This design comes from an exercise in tuning for small area, a short achievable clock period and few clock cycles on the open sky130 flow, not from production work. Where RTL was checked, it was by simulation tests only, not by an equivalence proof against the original. For run 5, only the layout was checked, not whether the RTL still works. Power and IR drop assume default switching activity.

==> flow/config.mk <==
export PLATFORM = sky130hd
export DESIGN_NAME = frame_tx
export DESIGN_NICKNAME = frame_tx
export VERILOG_FILES = /design/flow/design.v
export SDC_FILE = /design/flow/constraint.sdc
export NUM_CORES = 4
export LEC_CHECK = 0
export ABC_CLOCK_PERIOD_IN_PS = 2500
export CAP_MARGIN = 20
export CORE_MARGIN = 2
export CORE_UTILIZATION = 50
export CTS_BUF_LIST = sky130_fd_sc_hd__clkbuf_4 sky130_fd_sc_hd__clkbuf_8
export CTS_CLUSTER_DIAMETER = 50
export CTS_CLUSTER_SIZE = 14
export PLACE_DENSITY = 0.65
export SETUP_SLACK_MARGIN = 4.35
export SLEW_MARGIN = 20
==> flow/constraint.sdc <==
create_clock -name core_clock -period 7.0 [get_ports {clk}]
set_input_delay 1.4000 -clock core_clock [delete_from_list [all_inputs] [get_ports {clk}]]
set_output_delay 1.4000 -clock core_clock [all_outputs]
set_load 0.01 [all_outputs]
==> flow/design.v <==
module frame_tx (
    input  wire        clk,
    input  wire        rst,           
    input  wire        cmd_valid,
    output wire        cmd_ready,
    input  wire [7:0]  cmd_type,
    input  wire [15:0] cmd_len,
    input  wire        pl_valid,
    output wire        pl_ready,
    input  wire [7:0]  pl_byte,
    output wire        tx_valid,
    input  wire        tx_ready,
    output wire [7:0]  tx_byte
);
    localparam integer N = 258;            
    function [15:0] crc_step;
        input [15:0] acc_in;
        input [7:0]  b;
        reg   [15:0] acc;
        integer      k;
        begin
            acc = acc_in ^ {b, 8'h00};
            for (k = 0; k < 8; k = k + 1)
                acc = acc[15] ? ({acc[14:0], 1'b0} ^ 16'h1021) : {acc[14:0], 1'b0};
            crc_step = acc;
        end
    endfunction
    reg  [8*N-1:0] ring;                     
    wire [7:0]     tap = ring[8*N-1 -: 8];   
    wire [7:0]     head_in;
    always @(posedge clk)
        ring <= {ring[8*(N-1)-1:0], head_in};
    reg tz1, tap_zero;                       
    always @(posedge clk) begin
        tz1      <= (ring[8*(N-2)-1 -: 8] == 8'h00);
        tap_zero <= tz1;
    end
    wire [63:0] z;
    genvar gp;
    generate
        for (gp = 0; gp < 64; gp = gp + 1) begin : g_z
            if (gp < 63) begin : g_s
                assign z[gp] = ~|ring[8*(192+gp) +: 8];
            end else begin : g_n
                assign z[gp] = 1'b0;
            end
        end
    endgenerate
    wire [63:0]  sv [0:6];
    wire [383:0] si [0:6];
    assign sv[0] = z;
    assign si[0] = 384'd0;
    genvar gl, gj;
    generate
        for (gl = 1; gl <= 6; gl = gl + 1) begin : g_lvl
            for (gj = 0; gj < (64 >> gl); gj = gj + 1) begin : g_node
                wire vh = sv[gl-1][2*gj+1];
                wire vl = sv[gl-1][2*gj];
                wire [5:0] ih = si[gl-1][6*(2*gj+1) +: 6];
                wire [5:0] il = si[gl-1][6*(2*gj) +: 6];
                assign sv[gl][gj] = vh | vl;
                assign si[gl][6*gj +: 6] = vh ? (ih | (6'd1 << (gl-1))) : il;
            end
            for (gj = (64 >> gl); gj < 64; gj = gj + 1) begin : g_pad
                assign sv[gl][gj] = 1'b0;
                assign si[gl][6*gj +: 6] = 6'd0;
            end
        end
    endgenerate
    reg  [5:0] scode1, scode;    
    reg        sok1, scode_ok;   
    always @(posedge clk) begin
        scode1   <= ~si[6][5:0];
        sok1     <= sv[6][0];
        scode    <= scode1;
        scode_ok <= sok1;
    end
    reg         rd, wr;      
    reg  [8:0]  occ, off;
    reg         f_ate;       
    reg         f_oz;        
    reg         f_of;        
    reg         f_pend;      
    reg         f_weq;       
    localparam [2:0] R_S = 3'd0, R_H = 3'd1, R_P = 3'd2, R_C0 = 3'd3, R_C1 = 3'd4, R_T = 3'd5;
    reg  [2:0]  rs;
    reg  [2:0]  hidx;
    reg  [15:0] rem;
    reg         nv;          
    reg  [7:0]  o0, o1;      
    reg         o0v, o1v;
    reg  [7:0]  txb;         
    reg  [8:0]  lq [0:3];
    reg  [1:0]  lq_wp, lq_rp;
    reg  [2:0]  lq_n;
    reg         lq_ge1, lq_ge2;
    localparam [3:0] W_S = 4'd0, W_H0 = 4'd1, W_H1 = 4'd2, W_H2 = 4'd3, W_H3 = 4'd4,
                     W_H4 = 4'd5, W_H5 = 4'd6, W_P = 4'd7, W_C0 = 4'd8, W_C1 = 4'd9,
                     W_T = 4'd10;
    reg  [3:0]  ws;
    reg  [7:0]  wrun;        
    reg         vins;        
    reg  [15:0] crc;
    reg  [7:0]  seq;
    reg  [15:0] plen;
    reg  [7:0]  ctype;
    reg         ctype_z, plo_z, phi_z;
    reg         cmd_full;
    reg         cmd_rdy;
    reg  [7:0]  q0, q1;      
    reg         q0_z, q1_z;
    reg  [1:0]  fcnt;
    reg         pl_rdy;
    assign cmd_ready = cmd_rdy;
    assign pl_ready  = pl_rdy;
    assign tx_valid  = o0v;
    assign tx_byte   = txb;
    wire is_b = tap_zero;
    wire is_v = is_b && nv;
    wire is_t = is_b && !nv && (rs == R_T);
    wire [8:0] lhead = lq[lq_rp];
    wire [7:0] dcode = scode_ok ? {2'b00, scode} : lhead[7:0];
    wire [7:0] ob = !is_b ? tap : (is_t ? 8'h00 : dcode);
    wire [7:0] rb = tap;     
    reg  [7:0] wsel;
    reg        w_zero;
    always @(*) begin
        case (ws)
            W_H0:    begin wsel = 8'hA5;      w_zero = 1'b0;    end
            W_H1:    begin wsel = 8'h01;      w_zero = 1'b0;    end
            W_H2:    begin wsel = ctype;      w_zero = ctype_z; end
            W_H3:    begin wsel = seq;        w_zero = (seq == 8'd0); end
            W_H4:    begin wsel = plen[7:0];  w_zero = plo_z;   end
            W_H5:    begin wsel = plen[15:8]; w_zero = phi_z;   end
            W_P:     begin wsel = q0;         w_zero = q0_z;    end
            W_C0:    begin wsel = crc[7:0];   w_zero = (crc[7:0] == 8'd0);  end
            W_C1:    begin wsel = crc[15:8];  w_zero = (crc[15:8] == 8'd0); end
            default: begin wsel = 8'h00;      w_zero = 1'b1;    end
        endcase
    end
    wire [7:0] wbyte = vins ? 8'h00 : wsel;
    wire keep = f_pend && !rd;
    assign head_in = wr ? wbyte : (keep ? tap : 8'hFF);
    wire wr_raw   = wr && !vins;                             
    wire crc_en   = (ws >= W_H1) && (ws <= W_P);
    wire closes   = vins || (w_zero && ws != W_S);           
    wire lq_push  = wr && closes && (wrun >= 8'd63);          
    wire lq_pop   = rd && is_b && !is_t && !scode_ok;
    wire plen_is0 = plo_z && phi_z;
    wire plen_is1 = (plen == 16'd1);
    wire pop      = wr_raw && (ws == W_P);
    wire push     = pl_valid && pl_rdy;
    wire cmd_take = cmd_valid && cmd_rdy;
    wire pay_end  = wr_raw && ((ws == W_H5 && plen_is0) || (ws == W_P && plen_is1));
    wire tx_pop   = o0v && tx_ready;
    wire ld_new   = tx_pop || !o0v;                        
    wire [7:0] nb = (tx_pop && o1v) ? o1 : ob;
    wire [8:0] off_inc = (off == N - 1) ? 9'd0 : off + 9'd1;
    wire       occ_is1 = (occ == 9'd1);
    reg  [8:0] occ_d, off_d;
    reg        ate_d, oz_d, of_d, pend_d, weq_d;
    always @(*) begin
        occ_d = (wr == rd) ? occ : (wr ? occ + 9'd1 : occ - 9'd1);
        if (rd) begin
            off_d  = 9'd0;
            ate_d  = 1'b1;
            oz_d   = !wr && occ_is1;
            of_d   = wr && f_of;
            pend_d = wr || !occ_is1;
            weq_d  = !wr && occ_is1;
        end else if (f_oz && wr) begin
            off_d  = 9'd1;
            ate_d  = 1'b0;
            oz_d   = 1'b0;
            of_d   = 1'b0;
            pend_d = 1'b0;
            weq_d  = 1'b1;
        end else begin
            off_d  = off_inc;
            ate_d  = (off == N - 1);
            oz_d   = !wr && f_oz;
            of_d   = wr ? (occ == N - 1) : f_of;
            pend_d = wr ? (off_inc <= occ) : (off_inc < occ);
            weq_d  = wr ? (off_inc == occ + 9'd1) : (off_inc == occ);
        end
    end
    reg  [2:0] rs_d;
    always @(*) begin
        rs_d = rs;
        if (rd && !is_v) begin
            case (rs)
                R_S:  rs_d = R_H;
                R_H:  if (hidx == 3'd5) rs_d = ({rb, rem[7:0]} == 16'd0) ? R_C0 : R_P;
                R_P:  if (rem == 16'd1) rs_d = R_C0;
                R_C0: rs_d = R_C1;
                R_C1: rs_d = R_T;
                default: rs_d = R_S;
            endcase
        end
    end
    wire nv_d   = (rd && is_b) ? (!is_t && !scode_ok && lhead[8]) : nv;
    wire rst_d  = (rd && !is_v) ? (rs == R_C1) : (rs == R_T);    
    wire o1v_d  = !tx_pop && o0v && (o1v || rd);
    wire lqne_d = lq_pop ? lq_ge2 : lq_ge1;    
    reg  [3:0] ws_w;
    always @(*) begin
        case (ws)
            W_H5:    ws_w = plen_is0 ? W_C0 : W_P;
            W_P:     ws_w = plen_is1 ? W_C0 : W_P;
            W_T:     ws_w = W_S;
            default: ws_w = ws + 4'd1;
        endcase
    end
    wire [3:0] ws_d   = wr_raw ? ws_w : ws;
    wire       vins_d = wr ? (!vins && !w_zero && (wrun == 8'd253)) : vins;
    wire       cmd_full_d = cmd_take ? 1'b1 : (pay_end ? 1'b0 : cmd_full);
    wire [1:0] fcnt_d = (push == pop) ? fcnt : (push ? fcnt + 2'd1 : fcnt - 2'd1);
    wire       hd_d   = vins_d || (ws_d == W_S ? cmd_full_d : (ws_d == W_P ? (fcnt_d != 2'd0) : 1'b1));
    wire rd_d = ate_d && !oz_d && !o1v_d && (!tz1 || (!nv_d && rst_d) || sok1 || lqne_d);
    wire wr_d = hd_d && (oz_d || weq_d || (of_d && rd_d));
    always @(posedge clk) begin
        if (rst) begin
            rd       <= 1'b0;
            wr       <= 1'b0;
            occ      <= 9'd0;
            off      <= 9'd0;
            f_ate    <= 1'b1;
            f_oz     <= 1'b1;
            f_of     <= 1'b0;
            f_pend   <= 1'b0;
            f_weq    <= 1'b1;
            rs       <= R_S;
            hidx     <= 3'd0;
            nv       <= 1'b0;
            lq_n     <= 3'd0;
            lq_ge1   <= 1'b0;
            lq_ge2   <= 1'b0;
            lq_wp    <= 2'd0;
            lq_rp    <= 2'd0;
            o0v      <= 1'b0;
            o1v      <= 1'b0;
            ws       <= W_S;
            wrun     <= 8'd0;
            vins     <= 1'b0;
            crc      <= 16'hFFFF;
            seq      <= 8'd0;
            cmd_full <= 1'b0;
            cmd_rdy  <= 1'b1;
            fcnt     <= 2'd0;
            pl_rdy   <= 1'b0;
        end else begin
            rd       <= rd_d;
            wr       <= wr_d;
            occ      <= occ_d;
            off      <= off_d;
            f_ate    <= ate_d;
            f_oz     <= oz_d;
            f_of     <= of_d;
            f_pend   <= pend_d;
            f_weq    <= weq_d;
            rs       <= rs_d;
            nv       <= nv_d;
            o0v      <= tx_pop ? (o1v || rd) : (o0v || rd);
            o1v      <= o1v_d;
            ws       <= ws_d;
            vins     <= vins_d;
            cmd_full <= cmd_full_d;
            cmd_rdy  <= !cmd_full_d;
            fcnt     <= fcnt_d;
            pl_rdy   <= (fcnt_d != 2'd2);
            if (rd && !is_v && rs == R_S)
                hidx <= 3'd0;
            if (rd && !is_v && rs == R_H) begin
                hidx <= hidx + 3'd1;
                if (hidx == 3'd4)
                    rem[7:0] <= rb;
                if (hidx == 3'd5)
                    rem[15:8] <= rb;
            end
            if (rd && !is_v && rs == R_P)
                rem <= rem - 16'd1;
            if (lq_push) begin
                lq[lq_wp] <= {wrun == 8'd254, wrun + 8'd1};
                lq_wp <= lq_wp + 2'd1;
            end
            if (lq_pop)
                lq_rp <= lq_rp + 2'd1;
            if (lq_push != lq_pop) begin
                lq_n   <= lq_push ? lq_n + 3'd1 : lq_n - 3'd1;
                lq_ge1 <= lq_push || (lq_n >= 3'd2);
                lq_ge2 <= lq_push ? (lq_n >= 3'd1) : (lq_n >= 3'd3);
            end
            if (wr) begin
                wrun <= (vins || w_zero) ? 8'd0 : wrun + 8'd1;
                if (!vins) begin
                    if (crc_en)
                        crc <= crc_step(crc, wsel);
                    if (ws == W_S)
                        crc <= 16'hFFFF;
                    if (ws == W_H3)
                        seq <= seq + 8'd1;
                end
            end
        end
        if (ld_new && (o1v || rd))
            o0 <= nb;
        txb <= ld_new ? nb : o0;
        if (!tx_pop && o0v && !o1v)
            o1 <= ob;
        if (cmd_take) begin
            ctype   <= cmd_type;
            ctype_z <= (cmd_type == 8'd0);
            plen    <= cmd_len;
            plo_z   <= (cmd_len[7:0] == 8'd0);
            phi_z   <= (cmd_len[15:8] == 8'd0);
        end else if (pop)
            plen <= plen - 16'd1;
        if (push && (fcnt == 2'd0 || (pop && fcnt == 2'd1))) begin
            q0   <= pl_byte;
            q0_z <= (pl_byte == 8'd0);
        end else if (pop) begin
            q0   <= q1;
            q0_z <= q1_z;
        end
        if (push && ((fcnt == 2'd1 && !pop) || fcnt == 2'd2)) begin
            q1   <= pl_byte;
            q1_z <= (pl_byte == 8'd0);
        end
    end
endmodule
==> flow/run.sh <==
#!/bin/bash
# synth_recipe.tcl (not shown) runs the flow's synth.tcl, then flattens the netlist and writes it again
# the make line also repeats each setting of config.mk as NAME=value (left out here)
make -C /OpenROAD-flow-scripts/flow DESIGN_CONFIG=/design/flow/config.mk WORK_HOME=/design/flow/orfs CLKGATE_MAP_FILE= SYNTH_SCRIPT=/design/flow/synth_recipe.tcl finish
==> results of run 1 <==
flip-flops by register name, summed over array words and instances (netlist names), 3 cells and up, named ones only:
signal  count
crc        16
ctype       8
hidx        3
lq         36
lq_n        3
o0          8
o1          8
occ         9
off         9
plen       16
q0          8
q1          8
rem        16
ring     2064
rs          3
scode       6
scode1      6
seq         8
txb         8
wrun        8
ws          4
timing repair:
item	in CTS	in global routing
gates resized for setup	115	27
buffers inserted	9	4
endpoints found under the setup margin	77	79
cloned	0	1
pin swaps	19	8
layout make-up:
| cell class | count | area, µm² | share of cell area, % |
|---|---|---|---|
| diodes | 2 | 5.00 | 0.00835 |
| clock buffers | 210 | 2800 | 4.67 |
| clock inverters | 36 | 432 | 0.720 |
| inverters | 60 | 225 | 0.376 |
| multi-input cells | 1058 | 7150 | 11.9 |
| flip-flops and latches | 2286 | 46900 | 78.3 |
| well taps | 1403 | 1760 | 2.93 |
| repair buffers | 65 | 614 | 1.03 |
per-layer routing:
layer | global-route usage (%) | share of wire, % | vias to the layer above
met5 | 0 | 0.038 | -
met4 | 5.95 | 3.5 | 4
met3 | 3.54 | 4.9 | 196
met2 | 17.7 | 39 | 447
met1 | 19.5 | 53 | 11300
li1 | - | - | 11900
worst paths after layout:
kind                  start  cells after the start  slack [ns]         end
setup reg to reg    plen[5]                      8        4.29          wr
hold reg to reg   ring[193]                      0        0.30   ring[201]
setup / recovery     txb[0]                      1        4.20  tx_byte[0]
hold / removal    ring[193]                      0        0.30   ring[201]
logic make-up after synthesis:
group,Yosys count
simple gates,618
mux,47
buf+inv,109
fa+ha+maj,42
compound gates,256
xor+xnor,94
flops,2286
layout by cell type, fill, tap and decap left out, types with 9 or more instances in the layout:
master,count
a21oi_1,66
a22oi_1,20
a31oi_1,12
and3_1,11
buf_4,18
buf_6,11
clkbuf_4,15
clkbuf_8,195
clkdlybuf4s50_1,35
dfxtp_1,2152
dfxtp_2,15
edfxtp_1,113
ha_1,36
inv_1,58
mux2_2,26
mux2i_1,12
mux4_2,9
nand2_1,146
nand2b_1,21
nand3_1,47
nand4_1,23
nor2_1,110
nor2b_1,12
nor3_1,30
nor4_1,127
o21ai_0,63
o22ai_1,16
or4_1,28
xnor2_1,59
xor2_1,27
report_power, final:
part | total [mW] | internal, mW | switching, mW
Clock | 6.67 | 2.81 | 3.86
Combinational | 0.905 | 0.386 | 0.519
Sequential | 14.6 | 14.2 | 0.343
per-stage QoR:
stage | power, mW | hold WS (ns)
2_1_floorplan | 15.4 | 0.310
3_3_place_gp | 15.7 | 0.310
3_5_place_dp | 15.7 | 0.312
4_1_cts | 22.4 | 0.300
5_1_grt | 23.2 | 0.298
6_report | 22.2 | 0.297
==> flow_metrics.py, run 1 <==
metrics = {
    "outcome": {
        "status": "complete, no violations",
    },
    "cells_and_area": {
        "layout.cells.non_filler": 5120,
        "finish.utilization_pct": 55.9,
        "num-nets-final": 3740,
        "post_route_cells_drive_above_1_share_pct": 10.7,
        "layout-area-overhead-vs-synth_pct": 10.6,
        "final_cell_area_um2": 59900,
        "nFillCells": 8524,
    },
    "pwr": {
        "power.static_leakage_nw": 22.9,
        "power-per-cell-area_nw_per_um2": 370,
        "max-vdd-ir-drop_v": 0.000245,
    },
    "placed_design": {
        "port_buffers": 47,
        "globalplace.congestion": 0.854,
        "placement.cell_area_um2": 56300,
        "preCtsSetupSlack_ns": 2.93,
        "hpwl_um": 42500,
        "placedCellCount": 4858,
    },
    "timing": {
        "timing.final.crit_share_pct": 40.0,
        "postLayoutSetupSlackWorst_ns": 4.20,
        "timing.final.setup_violations": 0,
        "fin_crit_ns": 2.80,
        "worst_slew_pin_slew_ns": 0.788,
        "clock_skew_ns": 0.0324,
        "highest_clock_frequency_the_design_can_meet_mhz": 357,
        "grt_setup_unrepaired": "yes",
        "slew-limit-headroom_pct": 47.5,
        "finalMaxSlewViolations": 0,
        "report.final.hold_viol_count": 0,
        "setup-tns-final_ns": 0,
    },
    "yosys": {
        "synthDistinctLibCells": 76,
        "synth.top_cell.area_share_pct": 80.3,
        "synth_async_sr_flop_share_pct": 0,
        "synth_compound_area_share_pct": 3.00,
        "ys_ff_latch": 2286,
        "ys_dominant_reg_cell": "dfxtp_1",
        "synthTopCellsByCount": "2173 x dfxtp_1, 146 x nand2_1, 130 x nor4_1, 113 x edfxtp_1, 113 x nor2_1",
        "synthesized_area_divided_by_synthesized_cell_count_um2": 15.7,
        "synth_top_area_cell": "dfxtp_1",
        "synth_fa_ha_area_share_pct": 0.965,
        "synth_mux_area_share_pct": 1.14,
        "postSynthCellCount": 3452,
        "synthTopCellsByArea": "dfxtp_1 80%, edfxtp_1 6.3%, nor4_1 1.5%, xnor2_1 1.1%, nand2_1 1.0%",
        "seq_area_frac_synth_pct": 86.6,
        "synth-edff-count": 113,
        "synthSimpleGateAreaFrac_pct": 6.01,
        "synth_most_common_cell": "dfxtp_1",
        "ys.warnings.count": 1,
        "synth_nets": 3530,
        "netlist_area_um2": 54200,
        "yosys.area_share.xor_xnor_pct": 1.52,
        "synth_top_family_by_area": "simple AND/OR/NAND/NOR gates",
    },
    "route": {
        "route.vias.total": 23800,
        "detailed_routing_iteration_count_for_the_pre_antenna_repair_pass": 5,
        "detail-route-antenna-nets": 0,
        "drt_wl_total_um": 71900,
        "remaining_drc_errors": 0,
        "vias_per_cell": 4.66,
        "dr.first_iter.drc_count": 1197,
        "routed_wire_length_per_instance_um": 14.0,
    },
    "job": {
        "drv_cap": 0,
    },
    "grt": {
        "first_global_vias": 23600,
        "grt_overflow_total": 0,
        "grt.total_usage_pct": 13.1,
        "antenna_found_initial": 5,
        "first_pass_grt_wire_length_um": 119000,
        "largest_net_degree_at_the_start_of_global_routing": 54,
    },
    "worst_hold_path": {
        "worstHoldPathType": "reg -> reg",
    },
    "setup_path": {
        "worst-setup-path-type": "reg -> out",
        "crit_family": "flip-flops",
        "critPathRequiredTime_ns": 5.60,
        "list_of_cells_traversed_by_the_critical_path": "buf_6",
        "critPathCaptureType": "primary output",
        "timing.critical_path.fanout_max": 1,
        "cp.arrival_ns": 1.40,
        "crit_path_slowest_cell": "dfxtp_4",
        "worst-path-buf-inv": 1,
        "cp_slowest_stage_delay_ns": 0.41,
        "setup.worst_path.start_class": "flop",
    },
    "cts": {
        "path_clk_slew_ns": 0.09,
        "cts_root_buf": "clkbuf_8",
        "clk_latency_ns": 0.86,
        "clock_sinks": 2286,
        "cts_buffers": 191,
        "cts.path.max_buffers": 3,
        "cts_tree": "built",
        "cts.hold.buffers_added": 0,
        "clock_tree.htree_level_count": 4,
    },
    "floorplan": {
        "floorplan_die_height_um": 333,
        "die_area_um2": 111000,
        "initial_core_util_pct": 50.5,
        "floorplan.die.width_um": 333,
        "floorplan.rows": 120,
        "floorplan.core_area_um2": 107000,
        "io_pins": 48,
    },
}
Testbench counts, summed over its fixed seeds: cycles 150,617.
==> inputs of run 2 (changes only) <==
--- a/flow/config.mk
+++ b/flow/config.mk
@@ -9,9 +9,9 @@
 export CAP_MARGIN = 20
 export CORE_MARGIN = 2
 export CORE_UTILIZATION = 50
-export CTS_BUF_LIST = sky130_fd_sc_hd__clkbuf_4 sky130_fd_sc_hd__clkbuf_8
-export CTS_CLUSTER_DIAMETER = 50
-export CTS_CLUSTER_SIZE = 14
+export CTS_BUF_LIST = sky130_fd_sc_hd__clkbuf_8 sky130_fd_sc_hd__clkbuf_16
+export CTS_CLUSTER_DIAMETER = 80
+export CTS_CLUSTER_SIZE = 20
 export PLACE_DENSITY = 0.65
-export SETUP_SLACK_MARGIN = 4.35
+export SETUP_SLACK_MARGIN = 4.4
 export SLEW_MARGIN = 20
==> flow_metrics.py, run 2 <==
metrics = {
    "pwr": {
        "power-per-cell-area_nw_per_um2": 379,
        "power.static_leakage_nw": 23.2,
        "max-vdd-ir-drop_v": 0.000248,
    },
    "route": {
        "route.vias.total": 23500,
        "routed_wire_length_per_instance_um": 14.2,
        "dr.first_iter.drc_count": 1441,
        "drt_wl_total_um": 72000,
        "remaining_drc_errors": 0,
        "detail-route-antenna-nets": 0,
        "detailed_routing_iteration_count_for_the_pre_antenna_repair_pass": 6,
        "vias_per_cell": 4.65,
    },
    "timing": {
        "worst_hold_check_slack_ns": 0.314,
        "clock_skew_ns": 0.0203,
        "setup-tns-final_ns": 0,
        "timing.final.crit_share_pct": 38.0,
        "slew-limit-headroom_pct": 48.2,
        "highest_clock_frequency_the_design_can_meet_mhz": 375,
        "fin_crit_ns": 2.66,
        "report.final.hold_viol_count": 0,
        "finalMaxSlewViolations": 0,
        "grt_setup_unrepaired": "yes",
        "timing.final.setup_violations": 0,
        "worst_slew_pin_slew_ns": 0.772,
    },
    "cells_and_area": {
        "largest-register": "ring",
        "largestRegisters": "ring: 2064 flops, lq: 36 flops",
        "largest_register_ffs": 2064,
        "final_cell_area_um2": 60600,
        "final_cell_mix": "2151 x dfxtp_1, 146 x nand2_1, 138 x clkbuf_16, 125 x nor4_1, 113 x edfxtp_1",
        "finish.utilization_pct": 56.5,
        "layout.cells.non_filler": 5055,
        "num-nets-final": 3700,
        "layout-area-overhead-vs-synth_pct": 11.9,
        "final_common_cell": "dfxtp_1",
        "post_route_cells_drive_above_1_share_pct": 8.96,
    },
    "setup_path": {
        "crit_path_slowest_cell": "dfxtp_4",
        "critPathCaptureType": "primary output",
        "critPathRequiredTime_ns": 5.60,
        "cp_slowest_stage_delay_ns": 0.41,
        "list_of_cells_traversed_by_the_critical_path": "buf_6",
        "cp-startpoint": "txb[0]",
        "worstSetupEndpoint": "tx_byte[0]",
        "timing.reg2reg.setup_slack_ns": 4.34,
        "worst_r2r_endpoint": "f_pend",
        "regToRegStartpoint": "off[5]",
        "setup.worst_path.start_class": "flop",
        "timing.critical_path.fanout_max": 1,
        "cp.arrival_ns": 1.26,
        "number_of_gates_on_the_worst_path_with_buffers_counted": 1,
        "worst-setup-path-type": "reg -> out",
        "worst-r2r-cell-count": 11,
        "worst-path-buf-inv": 1,
        "crit_family": "flip-flops",
    },
    "cts": {
        "cts.hold.buffers_added": 0,
        "clock_tree.htree_level_count": 4,
        "path_clk_slew_ns": 0.08,
        "cts.path.max_buffers": 3,
        "cts_tree": "built",
        "clk_latency_ns": 0.73,
        "clock_sinks": 2286,
        "cts_buffers": 132,
        "cts_root_buf": "clkbuf_16",
    },
    "yosys": {
        "synth_nets": 3530,
        "synthesized_area_divided_by_synthesized_cell_count_um2": 15.7,
        "netlist_area_um2": 54200,
        "synthTopCellsByCount": "2173 x dfxtp_1, 146 x nand2_1, 130 x nor4_1, 113 x edfxtp_1, 113 x nor2_1",
        "synth.top_cell.area_share_pct": 80.3,
        "synth-edff-count": 113,
        "ys_dominant_reg_cell": "dfxtp_1",
        "synth_top_area_cell": "dfxtp_1",
        "postSynthCellCount": 3452,
        "ys.warnings.count": 1,
        "ys_ff_latch": 2286,
        "synthDistinctLibCells": 76,
        "seq_area_frac_synth_pct": 86.6,
        "synth_most_common_cell": "dfxtp_1",
        "synthTopCellsByArea": "dfxtp_1 80%, edfxtp_1 6.3%, nor4_1 1.5%, xnor2_1 1.1%, nand2_1 1.0%",
        "synth_async_sr_flop_share_pct": 0,
    },
    "grt": {
        "largest_net_degree_at_the_start_of_global_routing": 62,
        "first_global_vias": 23600,
        "antenna_found_initial": 4,
        "grt_overflow_total": 0,
        "first_pass_grt_wire_length_um": 119000,
        "grt.total_usage_pct": 13.1,
    },
    "floorplan": {
        "floorplan.rows": 120,
        "floorplan.die.width_um": 333,
        "initial_core_util_pct": 50.5,
        "floorplan.core_area_um2": 107000,
        "die_area_um2": 111000,
        "floorplan_die_height_um": 333,
        "io_pins": 48,
    },
    "placed_design": {
        "port_buffers": 47,
        "hpwl_um": 42500,
        "placement.cell_area_um2": 56300,
        "globalplace.congestion": 0.857,
        "placedCellCount": 4859,
    },
    "outcome": {
        "status": "complete, no violations",
    },
    "job": {
        "drv_cap": 0,
    },
    "worst_hold_path": {
        "worstHoldPathType": "reg -> reg",
    },
}
run 2: repair_timing:
action,CTS,global route
gates resized for setup,128,31
setup endpoints to repair,84,87
setup buffers,13,19
pin swaps,19,10
run 2: cells by family after synthesis:
| kind of cell | Yosys count | synth area share, % |
|---|---|---|
| compound gates | 256 | 3.00 |
| xor+xnor | 94 | 1.52 |
| fa+ha+maj | 42 | 0.965 |
| buf+inv | 109 | 0.804 |
| flops | 2286 | 86.6 |
| mux | 47 | 1.14 |
| simple gates | 618 | 6.01 |
run 2: report_power, final:
| part | leakage (nW) | switching [mW] | total (mW) | internal [mW] |
|---|---|---|---|---|
| clock network | 1.85 | 3.84 | 7.42 | 3.58 |
| registers | 18.7 | 0.346 | 14.6 | 14.2 |
| logic | 2.67 | 0.527 | 0.944 | 0.417 |
| total | 23.2 | 4.71 | 23.0 | 18.2 |
run 2: how the worst min path moves through the flow:
stage,start,to,depth (start not counted)
3_3_place_gp,ring[841],ring[849],0
2_1_floorplan,ring[992],ring[1000],0
5_1_grt,ring[143],ring[151],0
4_1_cts,ring[143],ring[151],0
6_report,ring[143],ring[151],0
3_5_place_dp,ring[1228],ring[1236],0
run 2: cell type report:
cell class                 count  area, µm²
sequential                  2286      47000
fill                        8465      46600
multi-input combinational   1057       7220
clock buffer                 138       3450
tap                         1403       1760
timing repair buffer          85        764
inverter                      60        229
clock inverter                25        216
antenna                        1       2.50
run 2: per-layer routing:
metal  vias to the layer above  GRT usage (%)  share of wire (%)
li1                      11900              -                  -
met1                     11100           19.4                 53
met2                       395           18.3                 39
met3                       156           3.67                5.2
met4                         4           4.97                2.7
met5                         -              0              0.029
run 2: stage by stage:
step | setup slack (ns) | total power [mW]
after global placement | 3.02 | 15.7
after detailed placement | 2.96 | 15.7
after global routing | 4.25 | 23.9
final | 4.34 | 23.0
after floorplan | 4.41 | 15.4
after CTS | 4.24 | 23.2
==> inputs of run 3 (changes only) <==
--- a/flow/config.mk
+++ b/flow/config.mk
@@ -8,10 +8,10 @@
 export ABC_CLOCK_PERIOD_IN_PS = 2500
 export CAP_MARGIN = 20
 export CORE_MARGIN = 2
-export CORE_UTILIZATION = 50
+export CORE_UTILIZATION = 65
 export CTS_BUF_LIST = sky130_fd_sc_hd__clkbuf_8 sky130_fd_sc_hd__clkbuf_16
 export CTS_CLUSTER_DIAMETER = 80
 export CTS_CLUSTER_SIZE = 20
-export PLACE_DENSITY = 0.65
+export PLACE_DENSITY = 0.75
 export SETUP_SLACK_MARGIN = 4.4
 export SLEW_MARGIN = 20
==> flow_metrics.py, run 3 <==
metrics = {
    "yosys": {
        "synth_top_family_by_area": "simple AND/OR/NAND/NOR gates",
        "synth_async_sr_flop_share_pct": 0,
        "netlist_area_um2": 54200,
        "ys_dominant_reg_cell": "dfxtp_1",
        "synth_compound_area_share_pct": 3.00,
        "synthesized_area_divided_by_synthesized_cell_count_um2": 15.7,
        "ys_ff_latch": 2286,
        "synth.top_cell.area_share_pct": 80.3,
        "yosys.area_share.xor_xnor_pct": 1.52,
        "postSynthCellCount": 3452,
        "seq_area_frac_synth_pct": 86.6,
        "synth_top_area_cell": "dfxtp_1",
        "synth_mux_area_share_pct": 1.14,
        "synthSimpleGateAreaFrac_pct": 6.01,
        "synth_nets": 3530,
        "synth-edff-count": 113,
        "synthDistinctLibCells": 76,
        "synthTopCellsByArea": "dfxtp_1 80%, edfxtp_1 6.3%, nor4_1 1.5%, xnor2_1 1.1%, nand2_1 1.0%",
        "synth_fa_ha_area_share_pct": 0.965,
        "synth_most_common_cell": "dfxtp_1",
        "synthTopCellsByCount": "2173 x dfxtp_1, 146 x nand2_1, 130 x nor4_1, 113 x edfxtp_1, 113 x nor2_1",
        "ys.warnings.count": 1,
    },
    "cts": {
        "cts.hold.buffers_added": 0,
        "cts.path.max_buffers": 3,
        "clock_sinks": 2286,
        "clk_latency_ns": 0.75,
        "cts_buffers": 133,
        "cts_tree": "built",
        "cts_root_buf": "clkbuf_16",
        "path_clk_slew_ns": 0.09,
        "clock_tree.htree_level_count": 4,
    },
    "cells_and_area": {
        "layout.cells.non_filler": 4718,
        "largest_register_ffs": 2064,
        "largestRegisters": "ring: 2064 flops, lq: 36 flops",
        "num-nets-final": 3695,
        "layout-area-overhead-vs-synth_pct": 11.2,
        "finish.utilization_pct": 73.2,
        "final_common_cell": "dfxtp_1",
        "nFillCells": 4816,
        "largest-register": "ring",
        "post_route_cells_drive_above_1_share_pct": 9.07,
        "antennaDiodeCount": 0,
        "final_cell_mix": "2152 x dfxtp_1, 146 x nand2_1, 134 x clkbuf_16, 125 x nor4_1, 113 x edfxtp_1",
    },
    "route": {
        "drt_wl_total_um": 87700,
        "detail-route-antenna-nets": 0,
        "vias_per_cell": 5.16,
        "remaining_drc_errors": 0,
        "detailed_routing_iteration_count_for_the_pre_antenna_repair_pass": 5,
        "dr.first_iter.drc_count": 1334,
        "routed_wire_length_per_instance_um": 18.6,
        "route.vias.total": 24400,
    },
    "grt": {
        "antenna_found_initial": 0,
        "grt.total_usage_pct": 20.6,
        "grt_most_used_layer": "met2",
        "groute.layer.met3.usage_pct": 3.75,
        "grt_util_met1_pct": 27.6,
        "grt_overflow_total": 0,
        "first_pass_grt_wire_length_um": 140000,
        "largest_net_degree_at_the_start_of_global_routing": 50,
        "first_global_vias": 26100,
        "use_met2_pct": 34.3,
    },
    "pwr": {
        "max-vdd-ir-drop_v": 0.000253,
        "power_frac_comb_pct": 4.0,
        "power.static_leakage_nw": 23.2,
        "pwr-share-clk_pct": 32.8,
        "internal_power_mw": 18.2,
        "power-per-cell-area_nw_per_um2": 385,
        "power.sequential.fraction_pct": 63.3,
        "power.share.switching_pct": 21.5,
        "total_power_mw": 23.2,
        "net-switching-power_mw": 4.99,
    },
    "timing": {
        "setup-tns-final_ns": 0,
        "timing.final.setup_violations": 0,
        "fin_crit_ns": 2.83,
        "report.final.hold_viol_count": 0,
        "grt_setup_unrepaired": "yes",
        "clock_skew_ns": 0.0370,
        "worst_slew_pin_slew_ns": 0.817,
        "slew-limit-headroom_pct": 45.1,
        "finalMaxSlewViolations": 0,
        "highest_clock_frequency_the_design_can_meet_mhz": 353,
        "timing.final.crit_share_pct": 40.4,
    },
    "setup_path": {
        "worst-path-buf-inv": 1,
        "number_of_gates_on_the_worst_path_with_buffers_counted": 7,
        "worstSetupEndpoint": "wr",
        "cp.arrival_ns": 3.44,
        "list_of_cells_traversed_by_the_critical_path": "clkdlybuf4s50_1 > nor2b_4 > o21ai_1 > o211ai_1 > o21bai_1 > a2111oi_2 > nor4_2",
        "worst-setup-path-type": "in -> reg",
        "cp_slowest_stage_delay_ns": 0.52,
        "critPathCaptureType": "flop",
        "crit_path_slowest_cell": "clkdlybuf4s50_1",
        "critPathRequiredTime_ns": 7.61,
        "regToRegStartpoint": "off[5]",
        "cp-startpoint": "tx_ready",
        "setup.worst_path.start_class": "input pin",
        "timing.reg2reg.setup_slack_ns": 4.31,
        "worst_r2r_endpoint": "wr",
        "crit_family": "compound AO/OA/AOI/OAI gates",
        "timing.critical_path.fanout_max": 10,
        "worst-r2r-cell-count": 8,
    },
    "floorplan": {
        "io_pins": 48,
        "floorplan.rows": 105,
        "floorplan_die_height_um": 293,
        "floorplan.die.width_um": 293,
        "initial_core_util_pct": 65.9,
        "die_area_um2": 85700,
        "floorplan.core_area_um2": 82200,
    },
    "placed_design": {
        "hpwl_um": 47600,
        "port_buffers": 47,
        "globalplace.congestion": 0.861,
        "placedCellCount": 4524,
    },
    "worst_hold_path": {
        "worstHoldPathType": "reg -> reg",
    },
    "job": {
        "drv_cap": 0,
    },
    "outcome": {
        "status": "complete, no violations",
    },
}
-- run 3: cell types whose count changed in the layout (fill, tap and decap cells not counted), moves of 3 or more --
| cell | delta |
|---|---|
| dfxtp_4 | -9 |
| buf_4 | -8 |
| dfxtp_2 | +8 |
| clkinv_16 | +6 |
| clkbuf_16 | -4 |
| ha_4 | -3 |
| xnor2_2 | +3 |
-- run 3: how the worst min path moves through the flow --
stage | from | to | cells after the start
floorplan | ring[992] | ring[1000] | 0
global placement | ring[1160] | ring[1168] | 0
detailed placement | ring[1487] | ring[1495] | 0
CTS | ring[949] | ring[957] | 0
global route | ring[591] | ring[599] | 0
finish | ring[627] | ring[635] | 0
-- run 3: metal layers --
layer  up-vias  wire [µm]
li1      11800          -
met1     11900      39400
met2       536      42600
met3       154       3560
met4         0       2200
met5         -          0
-- run 3: repair_timing --
action,CTS,global route
buffers inserted,13,14
setup endpoints to repair,112,82
pin swaps,15,15
resized for setup,112,40
cloned,0,1
-- run 3: kinds of logic (layout without fill, tap and decap cells) --
logic type,count (synthesis),in the layout
compound gates,256,256
simple gates,618,619
buf+inv,109,304
xor+xnor,94,94
flops,2286,2286
mux,47,47
fa+ha+maj,42,42
-- run 3: through the flow --
step           hold WS (ns)  cell area [µm²]  setup WS, ns
6_report              0.308            60200          4.17
5_1_grt               0.314            60200          4.19
4_1_cts               0.310            59900          4.15
3_5_place_dp          0.312            55900          2.75
3_3_place_gp          0.310            55900          2.82
2_1_floorplan         0.310            54200          4.41
-- run 3: power by group through the flow --
stage / combinational (mW) / sequential, mW / clock, mW
2_1_floorplan: 0.617 / 14.7 / 0
3_3_place_gp: 0.787 / 14.9 / 0
3_5_place_dp: 0.809 / 14.9 / 0
4_1_cts: 0.878 / 14.7 / 7.76
5_1_grt: 1.00 / 14.8 / 8.22
6_report: 0.917 / 14.7 / 7.60
-- run 3: cell type report --
| cell class | instances | area, µm² | area share, % |
|---|---|---|---|
| Clock buffer | 134 | 3350 | 5.57 |
| Tap cell | 1070 | 1340 | 2.22 |
| Clock inverter | 32 | 422 | 0.700 |
| Sequential cell | 2286 | 46900 | 77.9 |
| Multi-Input combinational cell | 1058 | 7240 | 12.0 |
| Timing Repair Buffer | 78 | 724 | 1.20 |
| Inverter | 60 | 225 | 0.374 |
==> inputs of run 4 (changes only) <==
==> flow/flow/run.sh (new file) <==
#!/bin/bash
set -euo pipefail
export CTS_ARGS="-sink_clustering_enable -repair_clock_nets -dont_use_dummy_load -root_buf sky130_fd_sc_hd__clkbuf_16 -sink_clustering_buffer sky130_fd_sc_hd__clkbuf_8 -sink_clustering_size 16 -sink_clustering_max_diameter 50 -buf_list {sky130_fd_sc_hd__clkbuf_8 sky130_fd_sc_hd__clkbuf_16}"
bash standard.sh > standard_flow.log 2>&1
==> flow/standard.sh (new file) <==
#!/bin/bash
# synth_recipe.tcl (not shown) runs the flow's synth.tcl, then flattens the netlist and writes it again
# the make line also repeats each setting of config.mk as NAME=value (left out here)
make -C /OpenROAD-flow-scripts/flow DESIGN_CONFIG=/design/flow/config.mk WORK_HOME=/design/flow/orfs CLKGATE_MAP_FILE= SYNTH_SCRIPT=/design/flow/synth_recipe.tcl "${@:-finish}"
==> flow/config.mk (replaced) <==
export PLATFORM = sky130hd
export DESIGN_NAME = frame_tx
export DESIGN_NICKNAME = frame_tx
export VERILOG_FILES = /design/flow/design.v
export SDC_FILE = /design/flow/constraint.sdc
export NUM_CORES = 4
export LEC_CHECK = 0
export ABC_CLOCK_PERIOD_IN_PS = 2500
export CAP_MARGIN = 20
export CORE_MARGIN = 2
export CORE_UTILIZATION = 50
export PLACE_DENSITY = 0.65
export SETUP_SLACK_MARGIN = 4.35
export SLEW_MARGIN = 20
removed: flow/run.sh
==> flow_metrics.py, run 4 <==
metrics = {
    "cts": {
        "cts_buffers": 172,
        "cts_root_buf": "clkbuf_16",
        "clock_tree.htree_level_count": 4,
        "cts.hold.buffers_added": 0,
        "cts.path.max_buffers": 3,
        "clk_latency_ns": 0.72,
        "clock_sinks": 2286,
        "path_clk_slew_ns": 0.09,
        "cts_tree": "built",
    },
    "setup_path": {
        "crit_path_slowest_cell": "or4_4",
        "cp.arrival_ns": 3.23,
        "regToRegStartpoint": "off[5]",
        "worst-path-buf-inv": 2,
        "crit_family": "compound AO/OA/AOI/OAI gates",
        "critPathCaptureType": "flop",
        "worst-setup-path-type": "reg -> reg",
        "cp-startpoint": "off[5]",
        "cp_slowest_stage_delay_ns": 0.56,
        "setup.worst_path.start_class": "flop",
        "list_of_cells_traversed_by_the_critical_path": "or4_4 > buf_6 > o41ai_4 > inv_2 > ha_4 > o21a_1 > o21ai_1 > nand2b_1 > a21oi_2 > maj3_2 > o21ai_2 > a21oi_1",
        "critPathRequiredTime_ns": 7.58,
        "timing.critical_path.fanout_max": 2,
    },
    "pwr": {
        "pwr-share-clk_pct": 27.8,
        "power_frac_comb_pct": 4.5,
        "power.sequential.fraction_pct": 67.7,
        "power.share.switching_pct": 20.7,
        "power-per-cell-area_nw_per_um2": 363,
        "max-vdd-ir-drop_v": 0.000248,
        "power.static_leakage_nw": 22.7,
        "internal_power_mw": 17.1,
        "net-switching-power_mw": 4.46,
    },
    "cells_and_area": {
        "finish.utilization_pct": 55.4,
        "largest_register_ffs": 2064,
        "final_common_cell": "dfxtp_1",
        "num-nets-final": 3735,
        "largestRegisters": "ring: 2064 flops, lq: 36 flops",
        "layout-area-overhead-vs-synth_pct": 9.66,
        "largest-register": "ring",
        "final_cell_mix": "2153 x dfxtp_1, 155 x clkbuf_8, 146 x nand2_1, 127 x nor4_1, 113 x edfxtp_1",
        "antennaDiodeCount": 0,
        "nFillCells": 8550,
        "post_route_cells_drive_above_1_share_pct": 9.44,
    },
    "outcome": {
        "status": "complete, no violations",
    },
    "timing": {
        "clock_skew_ns": 0.0740,
        "highest_clock_frequency_the_design_can_meet_mhz": 378,
        "slew-limit-headroom_pct": 31.7,
        "setup-tns-final_ns": 0,
        "fin_crit_ns": 2.64,
        "worst_hold_check_slack_ns": 0.256,
        "timing.final.setup_violations": 0,
        "grt_setup_unrepaired": "yes",
        "finalMaxSlewViolations": 0,
        "timing.final.crit_share_pct": 37.8,
        "worst_slew_pin_slew_ns": 1.02,
        "report.final.hold_viol_count": 0,
    },
    "route": {
        "highest-signal-layer": "met5",
        "remaining_drc_errors": 0,
        "drt_wl_total_um": 71800,
        "met3_wl_um": 3530,
        "met2RoutedLength_um": 28200,
        "vias_per_cell": 4.68,
        "routed_wire_length_per_instance_um": 14.2,
        "detail-route-antenna-nets": 0,
        "detailed_routing_iteration_count_for_the_pre_antenna_repair_pass": 5,
        "dr.first_iter.drc_count": 1305,
        "route.vias.total": 23700,
        "routedLengthMet1_um": 37700,
    },
    "yosys": {
        "seq_area_frac_synth_pct": 86.6,
        "synthDistinctLibCells": 76,
        "ys.warnings.count": 1,
        "synthTopCellsByArea": "dfxtp_1 80%, edfxtp_1 6.3%, nor4_1 1.5%, xnor2_1 1.1%, nand2_1 1.0%",
        "postSynthCellCount": 3452,
        "synthTopCellsByCount": "2173 x dfxtp_1, 146 x nand2_1, 130 x nor4_1, 113 x edfxtp_1, 113 x nor2_1",
        "synth-edff-count": 113,
        "synthesized_area_divided_by_synthesized_cell_count_um2": 15.7,
        "synth.top_cell.area_share_pct": 80.3,
        "netlist_area_um2": 54200,
        "ys_ff_latch": 2286,
        "synth_top_area_cell": "dfxtp_1",
        "synth_nets": 3530,
        "synth_most_common_cell": "dfxtp_1",
        "synth_async_sr_flop_share_pct": 0,
        "ys_dominant_reg_cell": "dfxtp_1",
    },
    "placed_design": {
        "globalplace.congestion": 0.854,
        "port_buffers": 47,
        "hpwl_um": 42500,
    },
    "floorplan": {
        "die_area_um2": 111000,
        "floorplan.die.width_um": 333,
        "floorplan.rows": 120,
        "floorplan.core_area_um2": 107000,
        "io_pins": 48,
        "initial_core_util_pct": 50.5,
        "floorplan_die_height_um": 333,
    },
    "grt": {
        "largest_net_degree_at_the_start_of_global_routing": 54,
        "grt_overflow_total": 0,
        "grt.total_usage_pct": 13.1,
        "first_global_vias": 23400,
        "first_pass_grt_wire_length_um": 119000,
        "antenna_found_initial": 4,
    },
    "worst_hold_path": {
        "min-delay-start": "ring[193]",
        "worstHoldPathType": "reg -> reg",
    },
    "job": {
        "drv_cap": 0,
    },
}
==> run 4: per-layer routing <==
metal	GRT usage, %	vias to the layer above
li1	-	11800
met1	19.6	11200
met2	17.8	444
met3	3.19	180
met4	6.00	6
met5	0	-
==> run 4: path summary, 6_finish.rpt <==
| kind | cells after the start | slack [ns] | to |
|---|---|---|---|
| setup / recovery | 12 | 4.36 | f_pend |
| hold / removal | 0 | 0.26 | ring[201] |
| setup reg to reg | 12 | 4.36 | f_pend |
| hold reg to reg | 0 | 0.26 | ring[201] |
==> run 4: layout make-up <==
class	count	area (µm²)	share of cell area [%]
clock buffers	172	2560	4.31
repair buffers	79	717	1.21
flip-flops and latches	2286	46900	79.0
inverters	60	233	0.392
multi-input cells	1058	7200	12.1
well taps	1403	1760	2.96
==> run 4: worst reg2reg max path, cell delays in order, from the launching register on <==
cell and delay, ns:
dfxtp_2 0.33, or4_4 0.56, buf_6 0.15, o41ai_4 0.27, inv_2 0.09, ha_4 0.29, o21a_1 0.11, o21ai_1 0.05
nand2b_1 0.10, a21oi_2 0.06, maj3_2 0.31, o21ai_2 0.15, a21oi_1 0.08
==> run 4: stage by stage <==
stage	power (mW)	instances	instance area (µm²)	worst slack (ns)
6_report	21.6	5058	59400	4.36
3_5_place_dp	15.7	4858	56300	2.93
5_1_grt	22.6	5058	59400	4.24
3_3_place_gp	15.7	4858	56300	2.99
2_1_floorplan	15.4	3452	54200	4.19
4_1_cts	21.8	5042	59100	4.26
==> run 4: cell families after synthesis <==
group,count (synthesis),share of synthesized area (%)
flops,2286,86.6
compound gates,256,3.00
fa+ha+maj,42,0.965
buf+inv,109,0.804
mux,47,1.14
xor+xnor,94,1.52
simple gates,618,6.01
==> run 4: timing repair <==
item | in CTS | in global routing
setup endpoints to repair | 103 | 79
pin swaps | 19 | 12
setup buffers | 12 | 15
gates cloned | 0 | 1
resized for setup | 122 | 35
==> run 4: power groups by stage <==
stage / Clock (mW) / Sequential, mW / Combinational, mW
global placement: 0 / 14.9 / 0.801
global route: 6.78 / 14.7 / 1.07
floorplan: 0 / 14.7 / 0.615
finish: 6.00 / 14.6 / 0.975
CTS: 6.30 / 14.6 / 0.891
detailed placement: 0 / 14.9 / 0.808
==> inputs of run 5 (changes only) <==
--- a/flow/design.v
+++ b/flow/design.v
@@ -12,7 +12,7 @@
     input  wire        tx_ready,
     output wire [7:0]  tx_byte
 );
-    localparam integer N = 258;            
+    localparam integer N = 257;            
     function [15:0] crc_step;
         input [15:0] acc_in;
         input [7:0]  b;
@@ -40,7 +40,7 @@
     generate
         for (gp = 0; gp < 64; gp = gp + 1) begin : g_z
             if (gp < 63) begin : g_s
-                assign z[gp] = ~|ring[8*(192+gp) +: 8];
+                assign z[gp] = ~|ring[8*(N-66+gp) +: 8];
             end else begin : g_n
                 assign z[gp] = 1'b0;
             end
@@ -77,6 +77,8 @@
     end
     reg         rd, wr;      
     reg  [8:0]  occ, off;
+    reg  signed [9:0] dlt;
+    reg         f_wrap;      
     reg         f_ate;       
     reg         f_oz;        
     reg         f_of;        
@@ -155,33 +157,57 @@
     wire tx_pop   = o0v && tx_ready;
     wire ld_new   = tx_pop || !o0v;                        
     wire [7:0] nb = (tx_pop && o1v) ? o1 : ob;
-    wire [8:0] off_inc = (off == N - 1) ? 9'd0 : off + 9'd1;
     wire       occ_is1 = (occ == 9'd1);
+    wire       occ_nm1 = (occ == N - 1);
+    wire       dgt1    = (dlt > 10'sd1);
+    wire       deq1    = (dlt == 10'sd1);
+    wire [8:0] occ_w   = wr ? occ + 9'd1 : occ;
+    wire [8:0] occ_rw  = wr ? occ : occ - 9'd1;
+    wire signed [9:0] dlt_w = wr ? dlt : dlt - 10'sd1;
     reg  [8:0] occ_d, off_d;
-    reg        ate_d, oz_d, of_d, pend_d, weq_d;
+    reg  signed [9:0] dlt_d;
+    reg        ate_d, oz_d, of_d, pend_d, weq_d, wrap_d;
     always @(*) begin
-        occ_d = (wr == rd) ? occ : (wr ? occ + 9'd1 : occ - 9'd1);
         if (rd) begin
+            occ_d  = occ_rw;
             off_d  = 9'd0;
+            dlt_d  = {1'b0, occ_rw};
             ate_d  = 1'b1;
             oz_d   = !wr && occ_is1;
             of_d   = wr && f_of;
             pend_d = wr || !occ_is1;
             weq_d  = !wr && occ_is1;
+            wrap_d = 1'b0;
         end else if (f_oz && wr) begin
+            occ_d  = 9'd1;
             off_d  = 9'd1;
+            dlt_d  = 10'sd0;
             ate_d  = 1'b0;
             oz_d   = 1'b0;
             of_d   = 1'b0;
             pend_d = 1'b0;
             weq_d  = 1'b1;
+            wrap_d = 1'b0;
+        end else if (f_wrap) begin
+            occ_d  = occ_w;
+            off_d  = 9'd0;
+            dlt_d  = {1'b0, occ_w};
+            ate_d  = 1'b1;
+            oz_d   = !wr && f_oz;
+            of_d   = wr ? occ_nm1 : f_of;
+            pend_d = wr || !f_oz;
+            weq_d  = !wr && f_oz;
+            wrap_d = 1'b0;
         end else begin
-            off_d  = off_inc;
-            ate_d  = (off == N - 1);
+            occ_d  = occ_w;
+            off_d  = off + 9'd1;
+            dlt_d  = dlt_w;
+            ate_d  = 1'b0;
             oz_d   = !wr && f_oz;
-            of_d   = wr ? (occ == N - 1) : f_of;
-            pend_d = wr ? (off_inc <= occ) : (off_inc < occ);
-            weq_d  = wr ? (off_inc == occ + 9'd1) : (off_inc == occ);
+            of_d   = wr ? occ_nm1 : f_of;
+            pend_d = wr ? f_pend : dgt1;
+            weq_d  = wr ? f_weq : deq1;
+            wrap_d = (off == N - 2);
         end
     end
     reg  [2:0] rs_d;
@@ -224,6 +250,8 @@
             wr       <= 1'b0;
             occ      <= 9'd0;
             off      <= 9'd0;
+            dlt      <= 10'sd0;
+            f_wrap   <= 1'b0;
             f_ate    <= 1'b1;
             f_oz     <= 1'b1;
             f_of     <= 1'b0;
@@ -253,6 +281,8 @@
             wr       <= wr_d;
             occ      <= occ_d;
             off      <= off_d;
+            dlt      <= dlt_d;
+            f_wrap   <= wrap_d;
             f_ate    <= ate_d;
             f_oz     <= oz_d;
             f_of     <= of_d;
==> flow/flow/run.sh (replaced) <==
#!/bin/bash
set -euo pipefail
export BUFFER_PORTS_ARGS="-buffer_cell sky130_fd_sc_hd__buf_4"
export CTS_ARGS="-sink_clustering_enable -repair_clock_nets -dont_use_dummy_load -root_buf sky130_fd_sc_hd__clkbuf_16 -sink_clustering_buffer sky130_fd_sc_hd__clkbuf_8 -sink_clustering_size 16 -sink_clustering_max_diameter 50 -buf_list {sky130_fd_sc_hd__clkbuf_8 sky130_fd_sc_hd__clkbuf_16}"
bash standard.sh > standard_flow.log 2>&1
==> flow_metrics.py, run 5 <==
metrics = {
    "cts": {
        "clk_latency_ns": 0.71,
        "clock_tree.htree_level_count": 4,
        "cts_root_buf": "clkbuf_16",
        "cts_tree": "built",
        "path_clk_slew_ns": 0.09,
        "clock_sinks": 2290,
        "cts.hold.buffers_added": 0,
        "cts_buffers": 175,
        "cts.path.max_buffers": 3,
    },
    "timing": {
        "report.final.hold_viol_count": 0,
        "grt_setup_unrepaired": "yes",
        "timing.final.crit_share_pct": 38.0,
        "fin_crit_ns": 2.66,
        "clock_skew_ns": 0.0587,
        "setup-tns-final_ns": 0,
        "finalMaxSlewViolations": 0,
        "timing.final.setup_violations": 0,
        "highest_clock_frequency_the_design_can_meet_mhz": 376,
        "slew-limit-headroom_pct": 31.8,
        "worst_slew_pin_slew_ns": 1.02,
    },
    "floorplan": {
        "floorplan.die.width_um": 334,
        "floorplan.core_area_um2": 109000,
        "die_area_um2": 112000,
        "initial_core_util_pct": 50.2,
        "floorplan.rows": 121,
        "floorplan_die_height_um": 334,
        "io_pins": 48,
    },
    "grt": {
        "antenna_found_initial": 0,
        "grt_overflow_total": 0,
        "grt_most_used_layer": "met1",
        "first_pass_grt_wire_length_um": 121000,
        "use_met2_pct": 18.4,
        "largest_net_degree_at_the_start_of_global_routing": 47,
        "groute.layer.met3.usage_pct": 3.19,
        "first_global_vias": 23800,
        "grt.total_usage_pct": 13.3,
        "grt_util_met1_pct": 19.9,
    },
    "yosys": {
        "yosys.area_share.xor_xnor_pct": 1.71,
        "postSynthCellCount": 3493,
        "synth.top_cell.area_share_pct": 79.9,
        "synth_most_common_cell": "dfxtp_1",
        "ys_dominant_reg_cell": "dfxtp_1",
        "synth_compound_area_share_pct": 3.04,
        "synthesized_area_divided_by_synthesized_cell_count_um2": 15.6,
        "ys.warnings.count": 1,
        "synth_fa_ha_area_share_pct": 0.849,
        "synthTopCellsByCount": "2177 x dfxtp_1, 158 x nand2_1, 135 x nor2_1, 133 x nor4_1, 113 x edfxtp_1",
        "synth-edff-count": 113,
        "synth_mux_area_share_pct": 1.19,
        "netlist_area_um2": 54500,
        "synth_async_sr_flop_share_pct": 0,
        "synth_top_family_by_area": "simple AND/OR/NAND/NOR gates",
        "ys_ff_latch": 2290,
        "seq_area_frac_synth_pct": 86.1,
        "synthDistinctLibCells": 79,
        "synthTopCellsByArea": "dfxtp_1 80%, edfxtp_1 6.2%, nor4_1 1.5%, nand2_1 1.1%, xnor2_1 0.93%",
        "synth_nets": 3567,
        "synth_top_area_cell": "dfxtp_1",
        "synthSimpleGateAreaFrac_pct": 6.34,
    },
    "route": {
        "route.vias.total": 23900,
        "vias_per_cell": 4.68,
        "drt_wl_total_um": 73000,
        "detail-route-antenna-nets": 0,
        "routed_wire_length_per_instance_um": 14.3,
        "remaining_drc_errors": 0,
        "dr.first_iter.drc_count": 1314,
        "detailed_routing_iteration_count_for_the_pre_antenna_repair_pass": 6,
    },
    "cells_and_area": {
        "num-nets-final": 3759,
        "final_cell_mix": "2161 x dfxtp_1, 158 x clkbuf_8, 157 x nand2_1, 134 x nor2_1, 130 x nor4_1",
        "antennaDiodeCount": 0,
        "largest-register": "ring",
        "largestRegisters": "ring: 2056 flops, lq: 36 flops",
        "final_common_cell": "dfxtp_1",
        "post_route_cells_drive_above_1_share_pct": 9.61,
        "largest_register_ffs": 2056,
        "layout-area-overhead-vs-synth_pct": 9.15,
        "layout.cells.non_filler": 5097,
    },
    "placed_design": {
        "placedCellCount": 4906,
        "globalplace.congestion": 0.829,
        "port_buffers": 47,
        "hpwl_um": 43300,
    },
    "setup_path": {
        "worst-setup-path-type": "reg -> out",
        "crit_family": "flip-flops",
        "cp-startpoint": "txb[2]",
        "cp.arrival_ns": 1.26,
        "cp_slowest_stage_delay_ns": 0.43,
        "regToRegStartpoint": "rem[2]",
        "setup.worst_path.start_class": "flop",
        "critPathCaptureType": "primary output",
        "critPathRequiredTime_ns": 5.60,
        "list_of_cells_traversed_by_the_critical_path": "buf_6",
        "worst-path-buf-inv": 1,
        "crit_path_slowest_cell": "dfxtp_4",
        "timing.critical_path.fanout_max": 1,
    },
    "worst_hold_path": {
        "worstHoldPathType": "reg -> reg",
        "min-delay-start": "ring[273]",
    },
    "pwr": {
        "power-per-cell-area_nw_per_um2": 367,
        "power_frac_comb_pct": 4.8,
        "pwr-share-clk_pct": 27.8,
        "power.share.switching_pct": 21.0,
        "power.static_leakage_nw": 22.9,
        "internal_power_mw": 17.3,
        "power.sequential.fraction_pct": 67.4,
        "max-vdd-ir-drop_v": 0.000190,
        "net-switching-power_mw": 4.58,
    },
    "job": {
        "drv_cap": 0,
    },
    "outcome": {
        "status": "complete, no violations",
    },
}
-- run 5: cell count changes in the layout (fill, tap and decap cells not counted), sizes merged, moves of 6 or more --
cell / delta
and3: +7
buf: +27
clkdlybuf4s50: -35
inv: -11
nand2: +12
nand3: -9
nor2: +21
nor3: -6
o21ai: -19
o22ai: +7
or3: +9
xnor2: -9
xor2: +6
-- run 5: worst paths after layout --
kind	slack, ns	depth (start not counted)	end
max	4.34	1	tx_byte[2]
min	0.29	0	ring[281]
max reg2reg	4.40	7	rem[15]
min reg2reg	0.29	0	ring[281]
-- run 5: kinds of logic after synthesis --
logic type,after synthesis
buffers and inverters,103
muxes,50
DFF,2290
AOI/OAI and AO/OA,258
adders and majority gates,37
xor gates and xnor gates,97
and+or+nand+nor,658
-- run 5: layout make-up --
| cell class | instances | area [µm²] |
|---|---|---|
| Fill cell | 8565 | 49000 |
| Clock buffer | 175 | 2600 |
| Tap cell | 1414 | 1770 |
| Inverter | 47 | 176 |
| Sequential cell | 2290 | 47000 |
| Multi-Input combinational cell | 1101 | 7380 |
| Timing Repair Buffer | 70 | 592 |
-- run 5: repair_timing --
item                                    CTS  global route
buffers inserted                          5             9
endpoints found under the setup margin   80            93
pin swaps                                 3            11
gates cloned                              0             2
resized for setup                        37            42
-- run 5: power groups by stage --
stage          combinational, mW  clock [mW]  sequential [mW]
2_1_floorplan              0.787           0             14.9
4_1_cts                     1.01        6.38             14.7
3_5_place_dp               0.999           0             15.0
5_1_grt                     1.17        6.83             14.9
3_3_place_gp               0.991           0             15.0
6_report                    1.05        6.07             14.7
-- run 5: layer usage --
metal | vias up | share of wire [%] | routed length [µm]
met5 | - | 0 | 0
met4 | 0 | 3.1 | 2240
met3 | 181 | 5.3 | 3880
met2 | 478 | 39 | 28700
met1 | 11200 | 52 | 38100
li1 | 12000 | - | -
-- run 5: per-stage QoR --
stage | setup slack [ns] | hold WS, ns | power, mW | area [µm²] | util (%)
floorplan | 4.07 | 0.310 | 15.6 | 54500 | -
detailed placement | 3.81 | 0.312 | 16.0 | 56500 | 52.1
CTS | 4.27 | 0.291 | 22.1 | 59300 | 54.6
finish | 4.34 | 0.293 | 21.9 | 59500 | 54.8
global placement | 3.87 | 0.310 | 16.0 | 56500 | 52.1
global route | 4.27 | 0.297 | 22.9 | 59500 | 54.8
==> inputs of run 6 (changes only) <==
--- a/flow/design.v
+++ b/flow/design.v
@@ -12,7 +12,7 @@
     input  wire        tx_ready,
     output wire [7:0]  tx_byte
 );
-    localparam integer N = 257;            
+    localparam integer N = 258;            
     function [15:0] crc_step;
         input [15:0] acc_in;
         input [7:0]  b;
@@ -40,7 +40,7 @@
     generate
         for (gp = 0; gp < 64; gp = gp + 1) begin : g_z
             if (gp < 63) begin : g_s
-                assign z[gp] = ~|ring[8*(N-66+gp) +: 8];
+                assign z[gp] = ~|ring[8*(192+gp) +: 8];
             end else begin : g_n
                 assign z[gp] = 1'b0;
             end
==> flow_metrics.py, run 6 <==
metrics = {
    "job": {
        "drv_cap": 0,
    },
    "yosys": {
        "synth_top_family_by_area": "simple AND/OR/NAND/NOR gates",
        "ys_dominant_reg_cell": "dfxtp_1",
        "synth_most_common_cell": "dfxtp_1",
        "seq_area_frac_synth_pct": 86.1,
        "yosys.area_share.xor_xnor_pct": 1.53,
        "synthesized_area_divided_by_synthesized_cell_count_um2": 15.6,
        "ys.warnings.count": 1,
        "synth-edff-count": 113,
        "synthSimpleGateAreaFrac_pct": 6.37,
        "synthDistinctLibCells": 83,
        "synth.top_cell.area_share_pct": 79.9,
        "synth_async_sr_flop_share_pct": 0,
        "synthTopCellsByCount": "2185 x dfxtp_1, 143 x nand2_1, 137 x nor2_1, 118 x nor4_1, 113 x edfxtp_1",
        "ys_ff_latch": 2298,
        "postSynthCellCount": 3517,
        "synth_mux_area_share_pct": 1.18,
        "synth_fa_ha_area_share_pct": 0.841,
        "synthTopCellsByArea": "dfxtp_1 80%, edfxtp_1 6.2%, nor4_1 1.3%, nand2_1 0.98%, nor2_1 0.94%",
        "synth_nets": 3590,
        "synth_compound_area_share_pct": 3.28,
        "netlist_area_um2": 54800,
        "synth_top_area_cell": "dfxtp_1",
    },
    "cts": {
        "cts_root_buf": "clkbuf_16",
        "cts_tree": "built",
        "clk_latency_ns": 0.72,
        "clock_sinks": 2298,
        "cts.hold.buffers_added": 0,
        "cts.path.max_buffers": 3,
        "cts_buffers": 175,
        "clock_tree.htree_level_count": 4,
        "path_clk_slew_ns": 0.09,
    },
    "placed_design": {
        "port_buffers": 47,
        "hpwl_um": 43500,
        "globalplace.congestion": 0.818,
    },
    "setup_path": {
        "number_of_gates_on_the_worst_path_with_buffers_counted": 1,
        "regToRegStartpoint": "ws[0]",
        "cp_slowest_stage_delay_ns": 0.42,
        "worst-setup-path-type": "reg -> out",
        "critPathCaptureType": "primary output",
        "cp-startpoint": "txb[5]",
        "cp.arrival_ns": 1.24,
        "worst_r2r_endpoint": "wr",
        "crit_family": "flip-flops",
        "crit_path_slowest_cell": "dfxtp_4",
        "worstSetupEndpoint": "tx_byte[5]",
        "worst-r2r-cell-count": 9,
        "timing.reg2reg.setup_slack_ns": 4.45,
        "worst-path-buf-inv": 1,
        "setup.worst_path.start_class": "flop",
        "timing.critical_path.fanout_max": 1,
        "critPathRequiredTime_ns": 5.60,
        "list_of_cells_traversed_by_the_critical_path": "buf_6",
    },
    "timing": {
        "slew-limit-headroom_pct": 39.0,
        "timing.final.crit_share_pct": 37.7,
        "worst_hold_check_slack_ns": 0.269,
        "report.final.hold_viol_count": 0,
        "worst_slew_pin_slew_ns": 0.913,
        "finalMaxSlewViolations": 0,
        "timing.final.setup_violations": 0,
        "grt_setup_unrepaired": "yes",
        "highest_clock_frequency_the_design_can_meet_mhz": 379,
        "clock_skew_ns": 0.0789,
        "setup-tns-final_ns": 0,
        "fin_crit_ns": 2.64,
    },
    "route": {
        "vias_per_cell": 4.68,
        "detailed_routing_iteration_count_for_the_pre_antenna_repair_pass": 7,
        "remaining_drc_errors": 0,
        "drt_wl_total_um": 73200,
        "detail-route-antenna-nets": 0,
        "dr.first_iter.drc_count": 1420,
        "routed_wire_length_per_instance_um": 14.3,
        "route.vias.total": 23900,
    },
    "floorplan": {
        "floorplan.die.width_um": 335,
        "die_area_um2": 112000,
        "floorplan.core_area_um2": 109000,
        "floorplan.rows": 121,
        "io_pins": 48,
        "floorplan_die_height_um": 335,
        "initial_core_util_pct": 50.4,
    },
    "grt": {
        "grt_most_used_layer": "met1",
        "antenna_found_initial": 0,
        "first_pass_grt_wire_length_um": 122000,
        "grt_util_met1_pct": 20.3,
        "grt_overflow_total": 0,
        "use_met2_pct": 17.9,
        "groute.layer.met3.usage_pct": 3.20,
        "first_global_vias": 24000,
        "grt.total_usage_pct": 13.3,
        "largest_net_degree_at_the_start_of_global_routing": 63,
    },
    "cells_and_area": {
        "layout-area-overhead-vs-synth_pct": 8.92,
        "nFillCells": 8678,
        "final_common_cell": "dfxtp_1",
        "largestRegisters": "ring: 2064 flops, lq: 36 flops",
        "num-nets-final": 3773,
        "multi_input_area_um2": 7420,
        "largest-register": "ring",
        "seqCellArea_um2": 47200,
        "post_route_cells_drive_above_1_share_pct": 9.03,
        "antennaDiodeCount": 0,
        "final_cell_mix": "2173 x dfxtp_1, 158 x clkbuf_8, 143 x nand2_1, 135 x nor2_1, 114 x nor4_1",
        "largest_register_ffs": 2064,
    },
    "pwr": {
        "power.static_leakage_nw": 23.0,
        "power-per-cell-area_nw_per_um2": 367,
        "max-vdd-ir-drop_v": 0.000233,
        "total_power_mw": 21.9,
    },
    "worst_hold_path": {
        "worstHoldPathType": "reg -> reg",
    },
    "outcome": {
        "status": "complete, no violations",
    },
}
[run 6: changes by cell type in the layout (fill, tap and decap cells not counted), moves of 5 or more]
cell	delta
o21ai_0	+27
nand2_1	-14
and2_1	+6
nor4_1	-16
nand2b_1	-5
dfxtp_1	+12
o22ai_1	-10
or4_1	+23
dfxtp_2	-6
nand3_1	-5
xor2_1	+6
xnor3_1	-5
[run 6: cell families (layout without fill, tap and decap cells)]
family,Yosys count,in the layout
DFF,2298,2298
AOI/OAI and AO/OA,277,277
xor gates and xnor gates,95,95
buffers and inverters,105,286
adders and majority gates,37,37
and+or+nand+nor,655,655
muxes,50,50
[run 6: where the power goes]
group / leakage [nW] / switching [mW] / internal [mW] / total [mW]
registers: 18.8 / 0.365 / 14.4 / 14.7
logic: 2.84 / 0.641 / 0.448 / 1.09
clock network: 1.35 / 3.62 / 2.46 / 6.08
[run 6: worst min path at each step]
| stage | start | endpoint | slack [ns] | depth (start not counted) |
|---|---|---|---|---|
| 3_3_place_gp | ring[1427] | ring[1435] | 0.31 | 0 |
| 5_1_grt | ring[1095] | ring[1103] | 0.27 | 0 |
| 3_5_place_dp | ring[96] | ring[104] | 0.31 | 0 |
| 2_1_floorplan | ring[992] | ring[1000] | 0.31 | 0 |
| 6_report | ring[1095] | ring[1103] | 0.27 | 0 |
| 4_1_cts | ring[1095] | ring[1103] | 0.27 | 0 |
[run 6: cell type report]
cell class | count | share of cell area [%]
Multi-Input combinational cell | 1114 | 12.4
Timing Repair Buffer | 62 | 0.845
Tap cell | 1414 | 2.97
Sequential cell | 2298 | 79.1
Inverter | 49 | 0.308
Clock buffer | 175 | 4.36
[run 6: layer usage]
metal / wire length, µm / part of all wire, % / vias up
met5: 0 / 0 / -
met4: 2360 / 3.2 / 0
met3: 3670 / 5.0 / 180
met2: 28500 / 39 / 446
met1: 38700 / 53 / 11200
li1: - / - / 12100
[run 6: timing repair]
| action | CTS | global route |
|---|---|---|
| gates resized for setup | 41 | 23 |
| setup buffers | 0 | 11 |
| cloned | 0 | 0 |
| pin swaps | 3 | 10 |
| setup endpoints to repair | 93 | 71 |
| hold endpoints to repair | 0 | 0 |
[run 6: through the flow]
| step | cell area (µm²) | instances | util (%) | setup slack (ns) |
|---|---|---|---|---|
| 2_1_floorplan | 54800 | 3517 | - | 4.19 |
| 3_3_place_gp | 56700 | 4926 | 52.2 | 3.79 |
| 3_5_place_dp | 56700 | 4926 | 52.2 | 3.63 |
| 4_1_cts | 59400 | 5101 | 54.7 | 4.29 |
| 5_1_grt | 59600 | 5112 | 54.9 | 4.29 |
| 6_report | 59600 | 5112 | 54.9 | 4.36 |
Testbench counts of run 6, summed over its fixed seeds: cycles 150,617.

Setup slack of run 6, layout unchanged: 4.362 ns with ideal ports, 4.289 ns with driving cells assumed (clock clkbuf_16, inputs buf_2), 3.835 ns with port delays also shifted by the 0.750 ns mid clock arrival.
